From an optimization exercise on the open Yosys and OpenROAD flow, aimed at small area; shortcuts taken in it are not production practice. In this exercise RTL edits were held to simulation tests only and were not proved equivalent to the original. Power is estimated from default activity; no workload was simulated.

==> try-harbor: inputs <==
## ppsb_engine
module ppsb_engine (
    input  wire        clk,
    input  wire        rst,           
    input  wire        start,         
    input  wire [7:0]  op,            
    input  wire [31:0] opa,
    input  wire [31:0] opb,
    input  wire [31:0] clk_pwm,       
    input  wire [1:0]  pwm_corr,      
    input  wire        pwm_odd,       
    output wire        busy,
    output wire        done,          
    output wire [1:0]  err_code,      
    output wire [31:0] res0,
    output wire [31:0] res1,
    output reg  [1:0]  psc,           
    output reg  [4:0]  scalar,        
    output wire [10:0] bound,         
    output wire [10:0] duty,
    output wire [31:0] ratio,
    output wire [31:0] resid,
    output reg         fallback
);
    localparam [3:0] S_IDLE   = 4'd0,
                     S_DONE   = 4'd1,    
                     S_TRIAL  = 4'd2,    
                     S_COMMIT = 4'd3,    
                     S_FB     = 4'd4,    
                     S_CLAMP  = 4'd5,    
                     S_WAIT   = 4'd6,    
                     S_FIN    = 4'd7,    
  ...
==> flow/config.mk <==
export PLATFORM = sky130hd
export DESIGN_NAME = ppsb_engine
export DESIGN_NICKNAME = ppsb_engine
export VERILOG_FILES = /design/flow/design.v
export SDC_FILE = /design/flow/constraint.sdc
export NUM_CORES = 4
export LEC_CHECK = 0
export ABC_AREA = 1
export CAP_MARGIN = 20
export CORE_MARGIN = 2
export CORE_UTILIZATION = 60
export PLACE_DENSITY = 0.75
export SLEW_MARGIN = 20
==> flow/constraint.sdc <==
create_clock -name core_clock -period 6.0 [get_ports {clk}]
set_input_delay 1.2000 -clock core_clock [delete_from_list [all_inputs] [get_ports {clk}]]
set_output_delay 1.2000 -clock core_clock [all_outputs]
set_load 0.01 [all_outputs]
standard.sh (not shown) runs the stock make flow with config.mk's settings and CLKGATE_MAP_FILE= SYNTH_SCRIPT=/design/flow/synth_recipe.tcl, a recipe that flattens the netlist after the stock synthesis.
==> flow/flow/run.sh <==
#!/bin/bash
# Layout flow: the standard synthesis; then the combinational logic of
# that netlist is re-mapped for area with ABC (flow/reopt.sh), keeping every
# flip-flop instance as synthesized; then the standard layout, with the
# smallest buffer cell on each port and a clock tree without dummy loads.
# Each tool's full output goes to a log file of its own in this folder.
set -euo pipefail
export BUFFER_PORTS_ARGS="-buffer_cell sky130_fd_sc_hd__buf_1"
export CTS_ARGS="-sink_clustering_enable -repair_clock_nets -sink_clustering_size 32 -sink_clustering_max_diameter 80 -buf_list sky130_fd_sc_hd__clkbuf_16 -root_buf sky130_fd_sc_hd__clkbuf_4 -tree_buf sky130_fd_sc_hd__clkbuf_4 -dont_use_dummy_load"

bash standard.sh synth > synth.log 2>&1

RES=$(pwd)/orfs/results/${FLOW_PLATFORM}/ppsb_engine/base
LIB=$FLOW_HOME/platforms/${FLOW_PLATFORM}/lib/sky130_fd_sc_hd__tt_025C_1v80.lib
DU=$(sed -n '/^export DONT_USE_CELLS/,/^#/p' $FLOW_HOME/platforms/${FLOW_PLATFORM}/config.mk | grep -o 'sky130_fd_sc_hd__[a-z0-9_]*' | tr '\n' ' ')
cp $RES/1_2_yosys.v $RES/1_2_yosys_std.v
bash flow/reopt.sh $RES/1_2_yosys_std.v $RES/1_2_yosys.v $LIB "$DU" $(pwd)/reopt
rm -f $RES/1_synth.odb $RES/1_synth.sdc

bash standard.sh > standard.log 2>&1
==> flow/flow/reopt.sh <==
#!/bin/bash
# Re-map the combinational logic of a mapped netlist for area with ABC,
# keeping every flip-flop instance (name, cell type, connections) as is.
# usage: reopt.sh IN.v OUT.v LIB DONT_USE_LIST WORKDIR
set -euo pipefail
IN=$1; OUT=$2; LIB=$3; DU=$4; W=$5
mkdir -p $W
cat > $W/area.abc <<'E'
strash
&get -n
&st
&deepsyn -T 60
&dch
&nf -a
&st
&deepsyn -T 60
&dch
&nf -a
&put
E
DUARGS=""
for c in $DU; do DUARGS="$DUARGS -dont_use $c"; done
cat > $W/reopt.ys <<E
read_liberty -ignore_miss_func $LIB
read_verilog $IN
hierarchy -top ppsb_engine
blackbox sky130_fd_sc_hd__df* sky130_fd_sc_hd__edf* sky130_fd_sc_hd__sdf* sky130_fd_sc_hd__sedf* sky130_fd_sc_hd__dl*
flatten
opt_clean -purge
abc -liberty $LIB $DUARGS -script $W/area.abc
read_liberty -lib -ignore_redef $LIB
splitnets
opt_clean -purge
hilomap -singleton -hicell sky130_fd_sc_hd__conb_1 HI -locell sky130_fd_sc_hd__conb_1 LO
insbuf -buf sky130_fd_sc_hd__buf_4 A X
opt_clean -purge
tee -o $W/reopt_stat.txt stat -liberty $LIB
check -assert -mapped
write_verilog -noattr -nohex -nodec $OUT
E
yosys -s $W/reopt.ys > $W/reopt.log 2>&1
==> inputs of try-yarrow, as changes to try-harbor <==
--- a/flow/design.v
+++ b/flow/design.v
@@ -23,29 +23,28 @@
 );
     localparam [3:0] S_IDLE   = 4'd0,
                      S_DONE   = 4'd1,    
                      S_TRIAL  = 4'd2,    
                      S_COMMIT = 4'd3,    
                      S_FB     = 4'd4,    
                      S_CLAMP  = 4'd5,    
                      S_WAIT   = 4'd6,    
-                     S_FIN    = 4'd7,    
                      S_P0     = 4'd8,    
                      S_P1     = 4'd9,    
                      S_DV     = 4'd10,   
                      S_CORR   = 4'd11,   
                      S_BOOST  = 4'd12,   
                      S_HOR    = 4'd13,   
                      S_ADD50  = 4'd14,   
                      S_DV2    = 4'd15;   
     reg [3:0]  st;
     reg [31:0] A, B, T, D, R;
     reg [4:0]  ph;
-    reg [4:0]  cnt;
+    reg [5:0]  cnt;
     reg        dirty;
     reg [1:0]  kc;            
     reg [1:0]  kx;            
     wire       k_div  = ~kc[1] & kc[0];
     wire       k_mul  = kc[1] & ~kc[0];
     wire       k_pwm  = kc[1] & kc[0];
     wire       k_pwmd = k_pwm & kx[1];
     wire       k_odd  = kx[0];
@@ -125,24 +124,24 @@
     wire peff = pg ? pc : pl ? pb : (pb & pc);
     wire load = idle & start;
     wire pa   = st[3];
     wire ph0  = (ph == 5'd0);
     wire ph31 = (ph == 5'd31);
     wire msk  = k_pwm | (ph[4:3] <= k_w);
     wire in_p0  = (st == S_P0);
     wire in_p1  = (st == S_P1);
-    wire in_dv  = (st == S_DV) | (st == S_FIN);
+    wire in_dv  = (st == S_DV);
     wire in_cb  = (st == S_CORR) | (st == S_BOOST);
     wire in_dv2 = (st == S_DV2);
     wire in_hor = (st == S_HOR);
     wire in_a50 = (st == S_ADD50);
     wire in_scan = (st == S_TRIAL) | (st == S_COMMIT);
-    wire fin    = (st == S_FIN);
-    wire first  = (cnt == 5'd0);
+    wire fin    = in_dv & (cnt == 6'd32);
+    wire first  = (cnt == 6'd0);
     wire qr_out = (in_dv & ~k_pwm) ? R[0] : D[0];
     wire rr_out = in_dv ? (k_div ? B[0] : k_mul ? A[0] : T[0]) :
                   in_dv2 ? R[0] : D[0];
     wire dd     = in_dv ? (k_pwm ? R[0] : D[0]) :
                   ((ph == 5'd2) | (ph == 5'd5) | (ph == 5'd6));      
     wire qr_in  = ph0 ? qins : qd;
     wire [3:0] bsel = (st == S_CLAMP) ? ~ph[3:0] :
                       {ph[3] ^ (ph[2] & ph[1]), ph[2] ^ ph[1], ~ph[1], ph[0]};
@@ -214,17 +213,17 @@
                 b_in = ~dirty & B[0];
                 t_in = ~dirty & T[0];
                 r_in = R[0] & msk;
                 d_in = D[0] & msk;
             end
             S_P1: begin
                 if (~fa) r_in = (ph0 & ~fb) | (D[4] & (ph < 5'd28));
             end
-            S_DV, S_FIN: begin
+            S_DV: begin
                 if (k_div) begin
                     b_in = sum;
                     r_in = qr_in;
                     if (fin) a_in = qr_in;
                 end else if (k_mul) begin
                     a_in = sum;
                     b_in = 1'b0;
                     r_in = qr_in;
@@ -279,36 +278,35 @@
                 if (k_pwm)
                     st <= S_P1;
                 else if ((k_div & (fa | (D[0] & msk))) | k_mul)
                     st <= S_DV;
                 else
                     st <= S_DONE;
             end
             S_P1: if (ph31) st <= S_DV;
-            S_DV:  if (ph31 & (cnt == 5'd31)) st <= S_FIN;
-            S_FIN: if (ph31) st <= k_pwm ? S_CORR : S_DONE;
+            S_DV: if (ph31 & fin) st <= k_pwm ? S_CORR : S_DONE;
             S_CORR, S_BOOST: if (ph31) begin
                 if (gt_nxt & ((st == S_CORR) | (psc != 2'd2)))
                     st <= S_BOOST;
                 else
                     st <= S_TRIAL;
             end
             S_TRIAL, S_COMMIT: if (j == 4'd15) begin
                 if ((st == S_TRIAL) & accept)
                     st <= S_COMMIT;
-                else if (cnt == 5'd31)
+                else if (cnt[4:0] == 5'd31)
                     st <= S_FB;
                 else
                     st <= S_TRIAL;
             end
             S_FB: if (ph31) st <= k_pwmd ? S_HOR : S_DONE;
-            S_HOR:   if (ph31 & (cnt == 5'd10)) st <= S_ADD50;
+            S_HOR:   if (ph31 & (cnt == 6'd10)) st <= S_ADD50;
             S_ADD50: if (ph31) st <= S_DV2;
-            S_DV2:   if (ph31 & (cnt == 5'd17)) st <= S_CLAMP;
+            S_DV2:   if (ph31 & (cnt == 6'd17)) st <= S_CLAMP;
             S_CLAMP: if (ph31) st <= S_DONE;
             default: st <= S_IDLE;
             endcase
         end
     end
     always @(posedge clk) begin
         if (load) begin
             kc     <= {op_mul | op_pwm, op_div | op_pwm};
@@ -319,57 +317,57 @@
             fb     <= 1'b0;
         end
         case (st)
         S_P0: begin
             fa <= fa | (k_pwm ? R[0] : (D[0] & msk));
             fb <= fb | (D[0] & (ph >= 5'd4));
             if (ph31) begin
                 nb  <= k_pwm ? D[0] : (R[0] & msk);
-                cnt <= 5'd0;
+                cnt <= 6'd0;
             end
         end
-        S_DV, S_FIN: if (ph31) begin
+        S_DV: if (ph31) begin
             nb <= qd;
             if (~k_mul & ~fin) begin
                 S    <= Snew;
                 qins <= ~Snew;
             end
-            cnt <= inc5(cnt);
+            cnt <= inc6(cnt);
         end
         S_CORR, S_BOOST: begin
             fa <= gt_nxt;
             fb <= big_nxt;
-            if (ph31) cnt <= 5'd0;
+            if (ph31) cnt <= 6'd0;
         end
         S_TRIAL, S_COMMIT: begin
             fa   <= rn[3];
             qins <= rn[4];
             S    <= qbig_c;
             nb   <= qnz_c;
             if ((j == 4'd15) & ~((st == S_TRIAL) & accept))
-                cnt <= inc5(cnt);
+                cnt <= (cnt[4:0] == 5'd31) ? 6'd0 : inc6(cnt);
         end
         S_HOR: begin
             fa <= bbit & ci_cur;
             if (ph31) begin
                 S  <= pg | (~pl & pb & ~pc);
                 nb <= pl | (~pg & ~pb & pc);
             end
-            if (ph31) cnt <= (cnt == 5'd10) ? 5'd0 : inc5(cnt);
+            if (ph31) cnt <= (cnt == 6'd10) ? 6'd0 : inc6(cnt);
         end
         S_ADD50: if (ph31) begin
             nb <= sum;
             S  <= 1'b0;
         end
         S_DV2: if (ph31) begin
             nb   <= qd;
             S    <= Snew;
             qins <= ~Snew;
-            cnt  <= inc5(cnt);
+            cnt  <= inc6(cnt);
             fa   <= 1'b0;
             fb   <= 1'b0;
         end
         S_CLAMP: if (cl_on & ~fa & (cl_d ^ bbit)) begin
             fa <= 1'b1;
             fb <= cl_d;
         end
         default: ;
@@ -388,18 +386,18 @@
             if (load & op_pwm)  psc <= pwm_corr;
             case (st)
             S_BOOST: if (ph31) psc <= {psc[1] ^ psc[0], ~psc[0]};
             S_CORR:  if (ph31) begin
                 fallback <= 1'b1;
                 psc      <= 2'd0;
             end
             S_TRIAL: if (j == 4'd15) begin
-                if (accept | (fallback & (cnt == 5'd31)))
-                    scalar <= cnt;
+                if (accept | (fallback & (cnt[4:0] == 5'd31)))
+                    scalar <= cnt[4:0];
                 if (accept) begin
                     best     <= rn;
                     fallback <= 1'b0;
                 end
             end
             S_COMMIT: bq <= {bq[9:0], ge};
             S_FB: if (fallback) bq <= {bq[9:0], 1'b1};
             S_HOR:  if (ph31) dty <= {dty[9:0], 1'b0};
==> flow/flow/run.sh (replaced) <==
#!/bin/bash
# Layout flow: the standard synthesis; then the combinational logic of
# that netlist is re-mapped for area with ABC (flow/reopt.sh), keeping every
# flip-flop instance as synthesized; then the standard layout, with the
# smallest buffer cell on each port and a clock tree without dummy loads.
# Each tool's full output goes to a log file of its own in this folder.
set -euo pipefail
export BUFFER_PORTS_ARGS="-buffer_cell sky130_fd_sc_hd__buf_1"
export CTS_ARGS="-sink_clustering_enable -repair_clock_nets -sink_clustering_size 30 -sink_clustering_max_diameter 80 -buf_list sky130_fd_sc_hd__clkbuf_16 -dont_use_dummy_load"

bash standard.sh synth > synth.log 2>&1

RES=$(pwd)/orfs/results/${FLOW_PLATFORM}/ppsb_engine/base
LIB=$FLOW_HOME/platforms/${FLOW_PLATFORM}/lib/sky130_fd_sc_hd__tt_025C_1v80.lib
DU=$(sed -n '/^export DONT_USE_CELLS/,/^#/p' $FLOW_HOME/platforms/${FLOW_PLATFORM}/config.mk | grep -o 'sky130_fd_sc_hd__[a-z0-9_]*' | tr '\n' ' ')
cp $RES/1_2_yosys.v $RES/1_2_yosys_std.v
bash flow/reopt.sh $RES/1_2_yosys_std.v $RES/1_2_yosys.v $LIB "$DU" $(pwd)/reopt
rm -f $RES/1_synth.odb $RES/1_synth.sdc

bash standard.sh > standard.log 2>&1
==> inputs of try-zinc, as changes to try-harbor <==
--- a/flow/design.v
+++ b/flow/design.v
@@ -23,29 +23,28 @@
 );
     localparam [3:0] S_IDLE   = 4'd0,
                      S_DONE   = 4'd1,    
                      S_TRIAL  = 4'd2,    
                      S_COMMIT = 4'd3,    
                      S_FB     = 4'd4,    
                      S_CLAMP  = 4'd5,    
                      S_WAIT   = 4'd6,    
-                     S_FIN    = 4'd7,    
                      S_P0     = 4'd8,    
                      S_P1     = 4'd9,    
                      S_DV     = 4'd10,   
                      S_CORR   = 4'd11,   
                      S_BOOST  = 4'd12,   
                      S_HOR    = 4'd13,   
                      S_ADD50  = 4'd14,   
                      S_DV2    = 4'd15;   
     reg [3:0]  st;
     reg [31:0] A, B, T, D, R;
     reg [4:0]  ph;
-    reg [4:0]  cnt;
+    reg [5:0]  cnt;
     reg        dirty;
     reg [1:0]  kc;            
     reg [1:0]  kx;            
     wire       k_div  = ~kc[1] & kc[0];
     wire       k_mul  = kc[1] & ~kc[0];
     wire       k_pwm  = kc[1] & kc[0];
     wire       k_pwmd = k_pwm & kx[1];
     wire       k_odd  = kx[0];
@@ -113,36 +112,32 @@
     assign duty  = dty;
     assign resid = {{27{fallback}}, best | {5{fallback}}};
     wire op_div  = (op == 8'h01) | (op == 8'h02) | (op == 8'h03) | (op == 8'h04);
     wire op_mul  = (op == 8'h08) | (op == 8'h09);
     wire op_pwm  = (op == 8'h10) | (op == 8'h11);
     wire op_pwmd = (op == 8'h11);
     wire op_nop  = (op == 8'h00);
     wire [1:0] op_w = op_div ? {op[1] ~^ op[0], ~op[0]} : op_mul ? {1'b0, op[0]} : 2'd3;
-    wire pb   = dty[10];
-    wire pc   = (cnt == 6'd4) | (cnt == 6'd5) | (cnt == 6'd8);    
-    wire pg   = ~first & S;
-    wire pl   = ~first & nb;
-    wire peff = pg ? pc : pl ? pb : (pb & pc);
+    wire [6:0] p_in = (opb[7:0] > 8'd100) ? 7'd100 : opb[6:0];
     wire load = idle & start;
     wire pa   = st[3];
     wire ph0  = (ph == 5'd0);
     wire ph31 = (ph == 5'd31);
     wire msk  = k_pwm | (ph[4:3] <= k_w);
     wire in_p0  = (st == S_P0);
     wire in_p1  = (st == S_P1);
-    wire in_dv  = (st == S_DV) | (st == S_FIN);
+    wire in_dv  = (st == S_DV);
     wire in_cb  = (st == S_CORR) | (st == S_BOOST);
     wire in_dv2 = (st == S_DV2);
     wire in_hor = (st == S_HOR);
     wire in_a50 = (st == S_ADD50);
     wire in_scan = (st == S_TRIAL) | (st == S_COMMIT);
-    wire fin    = (st == S_FIN);
-    wire first  = (cnt == 5'd0);
+    wire fin    = in_dv & (cnt == 6'd32);
+    wire first  = (cnt == 6'd0);
     wire qr_out = (in_dv & ~k_pwm) ? R[0] : D[0];
     wire rr_out = in_dv ? (k_div ? B[0] : k_mul ? A[0] : T[0]) :
                   in_dv2 ? R[0] : D[0];
     wire dd     = in_dv ? (k_pwm ? R[0] : D[0]) :
                   ((ph == 5'd2) | (ph == 5'd5) | (ph == 5'd6));      
     wire qr_in  = ph0 ? qins : qd;
     wire [3:0] bsel = (st == S_CLAMP) ? ~ph[3:0] :
                       {ph[3] ^ (ph[2] & ph[1]), ph[2] ^ ph[1], ~ph[1], ph[0]};
@@ -153,17 +148,17 @@
     wire incb = bbit ^ ci_cur;
     wire divm = (in_dv & ~k_mul) | in_dv2;
     wire sub  = ~S;
     wire aP   = (fin | in_a50) ? rr_out :
                 ph0 ? (divm & nb) : (first ? 1'b0 : rd);
     wire aY   = fin ? (S & dd) :
                 (in_dv & k_mul) ? (nb & dd) :
                 divm ? (dd ^ sub) :
-                in_hor ? (peff & incb) :
+                in_hor ? (dty[10] & incb) :
                 ((ph == 5'd15) | (ph == 5'd18) | (ph == 5'd19));      
     wire aC   = ph0 ? (divm & ~fin & sub) : cy;
     wire sum  = aP ^ aY ^ aC;
     wire cout = (aP & aY) | (aP & aC) | (aY & aC);
     wire Snew = ((first ? 1'b0 : rr_out)) ^ sub ^ cout;
     wire t1 = ph31 ? 1'b0 : D[1];
     wire t2 = (ph[4:1] == 4'hF) ? 1'b0 : T[2];
     wire hinc = ph0 ? 1'b1 : cy;
@@ -214,17 +209,17 @@
                 b_in = ~dirty & B[0];
                 t_in = ~dirty & T[0];
                 r_in = R[0] & msk;
                 d_in = D[0] & msk;
             end
             S_P1: begin
                 if (~fa) r_in = (ph0 & ~fb) | (D[4] & (ph < 5'd28));
             end
-            S_DV, S_FIN: begin
+            S_DV: begin
                 if (k_div) begin
                     b_in = sum;
                     r_in = qr_in;
                     if (fin) a_in = qr_in;
                 end else if (k_mul) begin
                     a_in = sum;
                     b_in = 1'b0;
                     r_in = qr_in;
@@ -279,36 +274,35 @@
                 if (k_pwm)
                     st <= S_P1;
                 else if ((k_div & (fa | (D[0] & msk))) | k_mul)
                     st <= S_DV;
                 else
                     st <= S_DONE;
             end
             S_P1: if (ph31) st <= S_DV;
-            S_DV:  if (ph31 & (cnt == 5'd31)) st <= S_FIN;
-            S_FIN: if (ph31) st <= k_pwm ? S_CORR : S_DONE;
+            S_DV: if (ph31 & fin) st <= k_pwm ? S_CORR : S_DONE;
             S_CORR, S_BOOST: if (ph31) begin
                 if (gt_nxt & ((st == S_CORR) | (psc != 2'd2)))
                     st <= S_BOOST;
                 else
                     st <= S_TRIAL;
             end
             S_TRIAL, S_COMMIT: if (j == 4'd15) begin
                 if ((st == S_TRIAL) & accept)
                     st <= S_COMMIT;
-                else if (cnt == 5'd31)
+                else if (cnt[4:0] == 5'd31)
                     st <= S_FB;
                 else
                     st <= S_TRIAL;
             end
             S_FB: if (ph31) st <= k_pwmd ? S_HOR : S_DONE;
-            S_HOR:   if (ph31 & (cnt == 5'd10)) st <= S_ADD50;
+            S_HOR:   if (ph31 & (cnt == 6'd10)) st <= S_ADD50;
             S_ADD50: if (ph31) st <= S_DV2;
-            S_DV2:   if (ph31 & (cnt == 5'd17)) st <= S_CLAMP;
+            S_DV2:   if (ph31 & (cnt == 6'd17)) st <= S_CLAMP;
             S_CLAMP: if (ph31) st <= S_DONE;
             default: st <= S_IDLE;
             endcase
         end
     end
     always @(posedge clk) begin
         if (load) begin
             kc     <= {op_mul | op_pwm, op_div | op_pwm};
@@ -319,57 +313,53 @@
             fb     <= 1'b0;
         end
         case (st)
         S_P0: begin
             fa <= fa | (k_pwm ? R[0] : (D[0] & msk));
             fb <= fb | (D[0] & (ph >= 5'd4));
             if (ph31) begin
                 nb  <= k_pwm ? D[0] : (R[0] & msk);
-                cnt <= 5'd0;
+                cnt <= 6'd0;
             end
         end
-        S_DV, S_FIN: if (ph31) begin
+        S_DV: if (ph31) begin
             nb <= qd;
             if (~k_mul & ~fin) begin
                 S    <= Snew;
                 qins <= ~Snew;
             end
-            cnt <= inc5(cnt);
+            cnt <= inc6(cnt);
         end
         S_CORR, S_BOOST: begin
             fa <= gt_nxt;
             fb <= big_nxt;
-            if (ph31) cnt <= 5'd0;
+            if (ph31) cnt <= 6'd0;
         end
         S_TRIAL, S_COMMIT: begin
             fa   <= rn[3];
             qins <= rn[4];
             S    <= qbig_c;
             nb   <= qnz_c;
             if ((j == 4'd15) & ~((st == S_TRIAL) & accept))
-                cnt <= inc5(cnt);
+                cnt <= (cnt[4:0] == 5'd31) ? 6'd0 : inc6(cnt);
         end
         S_HOR: begin
             fa <= bbit & ci_cur;
-            if (ph31) begin
-                S  <= pg | (~pl & pb & ~pc);
-                nb <= pl | (~pg & ~pb & pc);
-            end
-            if (ph31) cnt <= (cnt == 5'd10) ? 5'd0 : inc5(cnt);
+            if (ph31) cnt <= (cnt == 6'd10) ? 6'd0 : inc6(cnt);
         end
         S_ADD50: if (ph31) begin
             nb <= sum;
             S  <= 1'b0;
         end
         S_DV2: if (ph31) begin
             nb   <= qd;
             S    <= Snew;
             qins <= ~Snew;
-            cnt  <= inc5(cnt);
+            cnt  <= inc6(cnt);
             fa   <= 1'b0;
             fb   <= 1'b0;
         end
         S_CLAMP: if (cl_on & ~fa & (cl_d ^ bbit)) begin
             fa <= 1'b1;
             fb <= cl_d;
         end
         default: ;
@@ -379,34 +369,34 @@
         if (rst) begin
             psc      <= 2'd0;
             scalar   <= 5'd0;
             best     <= 5'd0;
             fallback <= 1'b0;
             bq       <= 11'd1;
             dty      <= 11'd0;
         end else begin
-            if (load & op_pwmd) dty <= {3'd0, opb[7:0]};
+            if (load & op_pwmd) dty <= {4'd0, p_in};
             if (load & op_pwm)  psc <= pwm_corr;
             case (st)
             S_BOOST: if (ph31) psc <= {psc[1] ^ psc[0], ~psc[0]};
             S_CORR:  if (ph31) begin
                 fallback <= 1'b1;
                 psc      <= 2'd0;
             end
-            S_TRIAL: if (j == 4'd15) begin
-                if (accept | (fallback & (cnt == 5'd31)))
-                    scalar <= cnt;
-                if (accept) begin
-                    best     <= rn;
-                    fallback <= 1'b0;
-                end
+            S_TRIAL: if ((j == 4'd15) & accept) begin
+                best     <= rn;
+                scalar   <= cnt[4:0];
+                fallback <= 1'b0;
             end
             S_COMMIT: bq <= {bq[9:0], ge};
-            S_FB: if (fallback) bq <= {bq[9:0], 1'b1};
+            S_FB: if (fallback) begin
+                bq     <= {bq[9:0], 1'b1};
+                scalar <= 5'd31;
+            end
             S_HOR:  if (ph31) dty <= {dty[9:0], 1'b0};
             S_DV2:  if (ph31) dty <= {dty[9:0], ~Snew};
             S_CLAMP: if (cl_on) dty <= {dty[9:0], cl_gt ? bbit : cl_d};
             default: ;
             endcase
         end
     end
 endmodule
==> flow/flow/run.sh (replaced) <==
#!/bin/bash
# Layout flow: the standard synthesis; then the combinational logic of
# that netlist is re-mapped for area with ABC (flow/reopt.sh), keeping every
# flip-flop instance as synthesized; then the standard layout, with the
# smallest buffer cell on each port and a clock tree without dummy loads.
# Each tool's full output goes to a log file of its own in this folder.
set -euo pipefail
export BUFFER_PORTS_ARGS="-buffer_cell sky130_fd_sc_hd__buf_1"
export CTS_ARGS="-sink_clustering_enable -repair_clock_nets -sink_clustering_size 30 -sink_clustering_max_diameter 80 -buf_list sky130_fd_sc_hd__clkbuf_16 -dont_use_dummy_load"

bash standard.sh synth > synth.log 2>&1

RES=$(pwd)/orfs/results/${FLOW_PLATFORM}/ppsb_engine/base
LIB=$FLOW_HOME/platforms/${FLOW_PLATFORM}/lib/sky130_fd_sc_hd__tt_025C_1v80.lib
DU=$(sed -n '/^export DONT_USE_CELLS/,/^#/p' $FLOW_HOME/platforms/${FLOW_PLATFORM}/config.mk | grep -o 'sky130_fd_sc_hd__[a-z0-9_]*' | tr '\n' ' ')
cp $RES/1_2_yosys.v $RES/1_2_yosys_std.v
bash flow/reopt.sh $RES/1_2_yosys_std.v $RES/1_2_yosys.v $LIB "$DU" $(pwd)/reopt
rm -f $RES/1_synth.odb $RES/1_synth.sdc

bash standard.sh > standard.log 2>&1
==> qor summary <==
quantity                                                              try-zinc               try-yarrow               try-harbor
Result of the run                                      complete, no violations  complete, no violations  complete, no violations
Cell leakage power                                                 0.003774 µW              0.003725 µW              0.003929 µW
Met2 WL post-DR                                                       11750 µm                 10490 µm                 11250 µm
Flip-flop and latch share of the layout cell area                       0.4976                   0.5026                   0.4995
Worst-path maximum fanout                                                   18                       15                       12
Fin area                                                             10500 µm²                10400 µm²                10400 µm²
Tightest Pin Transition                                               981.7 ps                 895.4 ps                  1015 ps
Routed wire length on met3                                             2150 µm                  2060 µm                  2146 µm
Depth of the worst register-to-register path                                14                       15                       16
Worst-case register-to-register setup slack                            1090 ps                   380 ps                  1100 ps
Floorplan Core Area                                                  15310 µm²                15260 µm²                15260 µm²
Starting Density                                                        0.6179                   0.6148                   0.6166
Required time of the critical path                                     6360 ps                  6150 ps                  6520 ps
Share of post-route cells with drive strength above 1                  0.02139                  0.01964                  0.02133
Launching instance or port of the critical path                          ph[2]                    ph[0]                    ph[0]
DP Wirelength                                                         18170 µm                 17030 µm                 17480 µm
All-Layer GR Usage                                                      0.2842                   0.2682                   0.2778
Slew HR                                                                 0.3397                   0.4031                   0.3225
Internal power of the cells                                            2772 µW                  2701 µW                  2681 µW
Cell area after synthesis                                             9463 µm²                 9380 µm²                 9408 µm²
Combinational group share of total power                                 0.285                    0.263                    0.274
Highest clock rate                                                   203.5 MHz                178.0 MHz                204.2 MHz
Die Width                                                             129.6 µm                 129.0 µm                 129.2 µm

==> separate check: timing with driven ports <==
The flow's constraints put no driver on any port. The routed layouts listed below were extracted and timed again, unchanged, in two steps.
Step 1 sets driving cells, clkbuf_16 on the clock port and buf_2 on the other inputs (assumed; they add their load-dependent delay and slew).
Step 2 moves the port delays by t, midway between the first and last clock arrival at a register: inputs arrive t later, outputs are due t later. That takes back most of the time a late clock gives input paths.
a / b / c = no drivers / after step 1 / after step 2; a / b = the first two.
run | shift t [ns] | setup slack, ns | cell pins on the clock port's net
try-harbor | 0.639 | 1.102 / 1.102 / 1.102 | 1
try-yarrow | 0.490 | 0.382 / 0.382 / 0.382 | 1
try-zinc | 0.496 | 1.087 / 1.087 / 1.087 | 1
After both steps setup and hold are still met in every run listed.
